From an optimization exercise on the open Yosys and OpenROAD flow, aimed at small area, a short achievable clock period and few clock cycles per item; shortcuts taken in it are not production practice. At most, simulation tests tie the RTL to the original design; equivalence was not proved.

## irlib2_codec
module irlib2_codec (
  input  wire        clk,
  input  wire        rst,
  input  wire        cmd_valid,
  input  wire [63:0] cmd_word,
  output wire        cmd_ready,
  input  wire [3:0]  rd_addr,
  output wire [31:0] rd_data,
  input  wire        cap_we,
  input  wire [15:0] cap_idx,
  input  wire        cap_level,
  input  wire [15:0] cap_dur,
  output wire        tok_valid,
  output wire        tok_level,
  output wire [15:0] tok_dur,
  input  wire        tok_ready
);
Settings: LEC_CHECK=0, CAP_MARGIN=20, CORE_MARGIN=2, CORE_UTILIZATION=40, SLEW_MARGIN=20, SYNTH_HIERARCHICAL=1; clock period 10.0 ns.
standard.sh (not shown) runs the stock make flow with config.mk's settings and CLKGATE_MAP_FILE= SYNTH_SCRIPT=/design/flow/synth_recipe.tcl, a recipe that flattens the netlist after the stock synthesis.
==> flow/flow/run.sh <==
#!/bin/bash
# Standard ORFS flow (the standard.sh, standard synthesis unchanged) with
# different layout settings: smaller port buffers, a denser core and a larger
# setup margin for timing repair. Each tool's output stays in orfs/logs/.
set -euo pipefail
bash standard.sh \
  BUFFER_PORTS_ARGS="-buffer_cell sky130_fd_sc_hd__buf_1" \
  CORE_UTILIZATION=55 \
  SETUP_SLACK_MARGIN=5.0 \
  CTS_BUF_LIST=sky130_fd_sc_hd__clkbuf_8 \
  finish > standard.log 2>&1
Testbench counts at the start, summed over its fixed seeds: cycles 15,389, frames 410.
==> next run, changes <==
--- a/flow/design.v
+++ b/flow/design.v
@@ -142,49 +142,54 @@
     if (accept_dec) begin
       dec_err   <= err_nx;
       dec_slots <= slots_nx;
       dec_frame <= frame_nx;
     end
   end
   wire       dec_ok  = dec_done && (dec_err == 2'd0);
   wire [1:0] err_rd  = dec_done ? dec_err : 2'd0;
   wire       ckmm    = dec_ok && (dec_frame[3:0] != checksum(dec_frame[19:16], dec_frame[11:8]));
   reg [5:0]  enc_d;
-  reg [40:1] enc_fr;
-  wire        tw       = (op == 4'h1);
-  wire [39:0] frame_in;
-  assign frame_in[39:24] = cmd_word[39:24] | ({SEED_DEFAULT, FIXED_MARKER} & {16{tw}});
-  assign frame_in[23:16] = cmd_word[23:16] | (cmd_word[15:8] & {8{tw}});
-  assign frame_in[15:8]  = tw ? cmd_word[7:0] : cmd_word[15:8];
-  assign frame_in[7:4]   = cmd_word[7:4] & {4{!tw}};
-  assign frame_in[3:0]   = tw ? ck_cmd : cmd_word[3:0];
-  always @(posedge clk) begin
-    if (!enc_busy)
-      enc_fr <= frame_in;
+  reg [39:0] enc_fr;
+  reg        enc_tw;
+  wire tw = (op == 4'h1);
+  always @(posedge clk) begin
+    if (!enc_busy) begin
+      enc_fr <= {cmd_word[39:20], cmd_word[19:16] | (ck_cmd & {4{tw}}), cmd_word[15:0]};
+      enc_tw <= tw;
+    end
   end
   always @(posedge clk) begin
     if (rst) begin
       enc_busy <= 1'b0;
     end else if (accept_enc) begin
       enc_busy <= 1'b1;
     end else if (tok_ready && enc_busy && enc_d == 6'd0) begin
       enc_busy <= 1'b0;
     end
   end
-  wire [41:0] fr_next = {enc_fr, 2'b00};
-  reg         slot_bit;
+  localparam [15:0] TW_TOP = {SEED_DEFAULT, FIXED_MARKER};
+  wire [5:0] nb     = enc_d - 6'd2;
+  wire [5:0] fr_idx = enc_tw ? nb - 6'd8 : nb;
+  wire       fr_bit = enc_fr[fr_idx];
+  wire [5:0] nb_top = nb - 6'd24;
+  wire       tw_bit = (nb >= 6'd24) ? TW_TOP[nb_top[3:0]] :
+                      (nb >= 6'd8)  ? fr_bit :
+                      (nb >= 6'd4)  ? 1'b0 : enc_fr[{4'b0100, nb[1:0]}];
+  wire       nx_bit = enc_tw ? tw_bit : fr_bit;
+  reg        slot_bit;
   always @(posedge clk) begin
     if (!enc_busy) begin
       enc_d <= 6'd41;
     end else if (tok_ready) begin
       enc_d    <= enc_d - 6'd1;
-      slot_bit <= fr_next[enc_d];
+      slot_bit <= nx_bit;
     end
   end
   wire is_hdr = (enc_d == 6'd41);
   wire is_trl = (enc_d == 6'd0);
   assign tok_valid = enc_busy;
   assign tok_level = enc_d[0];
   assign tok_dur   = is_hdr ? 16'd1600 :
                      is_trl ? 16'd1000 :
                      slot_bit ? 16'd800 : 16'd400;
   wire [31:0] status = {24'd0, cmd_err, ckmm, err_rd, dec_ok, dec_done, 1'b0, enc_busy};
The new run completed without violations.
Non-clock buffer count went down by 3.
Worst setup slack gets worse by 0.039 ns.
Clock skew barely changes.
Core utilization decreases by 0.22 points.
Count of clock-buffer cells in the layout is unchanged.
Only the layout flow was run in the second run of this note; the RTL was not checked for function there.

## afterwards: timing with drivers on the ports
Ports are ideal in the flow. The routed layouts listed here were re-timed in OpenROAD.
Step 1 (the two cells are an assumption about what drives the block):
set clk [get_ports {clk}]
set_driving_cell -lib_cell sky130_fd_sc_hd__clkbuf_16 $clk
set_driving_cell -lib_cell sky130_fd_sc_hd__buf_2 [delete_from_list [all_inputs] $clk]
Step 2 times the ports against the registers' clock, not the clock port: input delays grow and output delays shrink by t, the midpoint of the rising clock arrivals with the driver on.
Three values: ideal ports, drivers, drivers and shift; two values: the first two.
run	t, ns	setup slack, ns	worst setup path at the end
the first run	0.502	4.980 / 4.882 / 4.882	input to output
the second run	0.496	4.942 / 4.843 / 4.843	input to output
After both steps setup and hold are still met in every run listed. For the second run, which loses most, drivers alone change the setup slack by -0.099 ns; drivers and shift together by -0.099 ns.
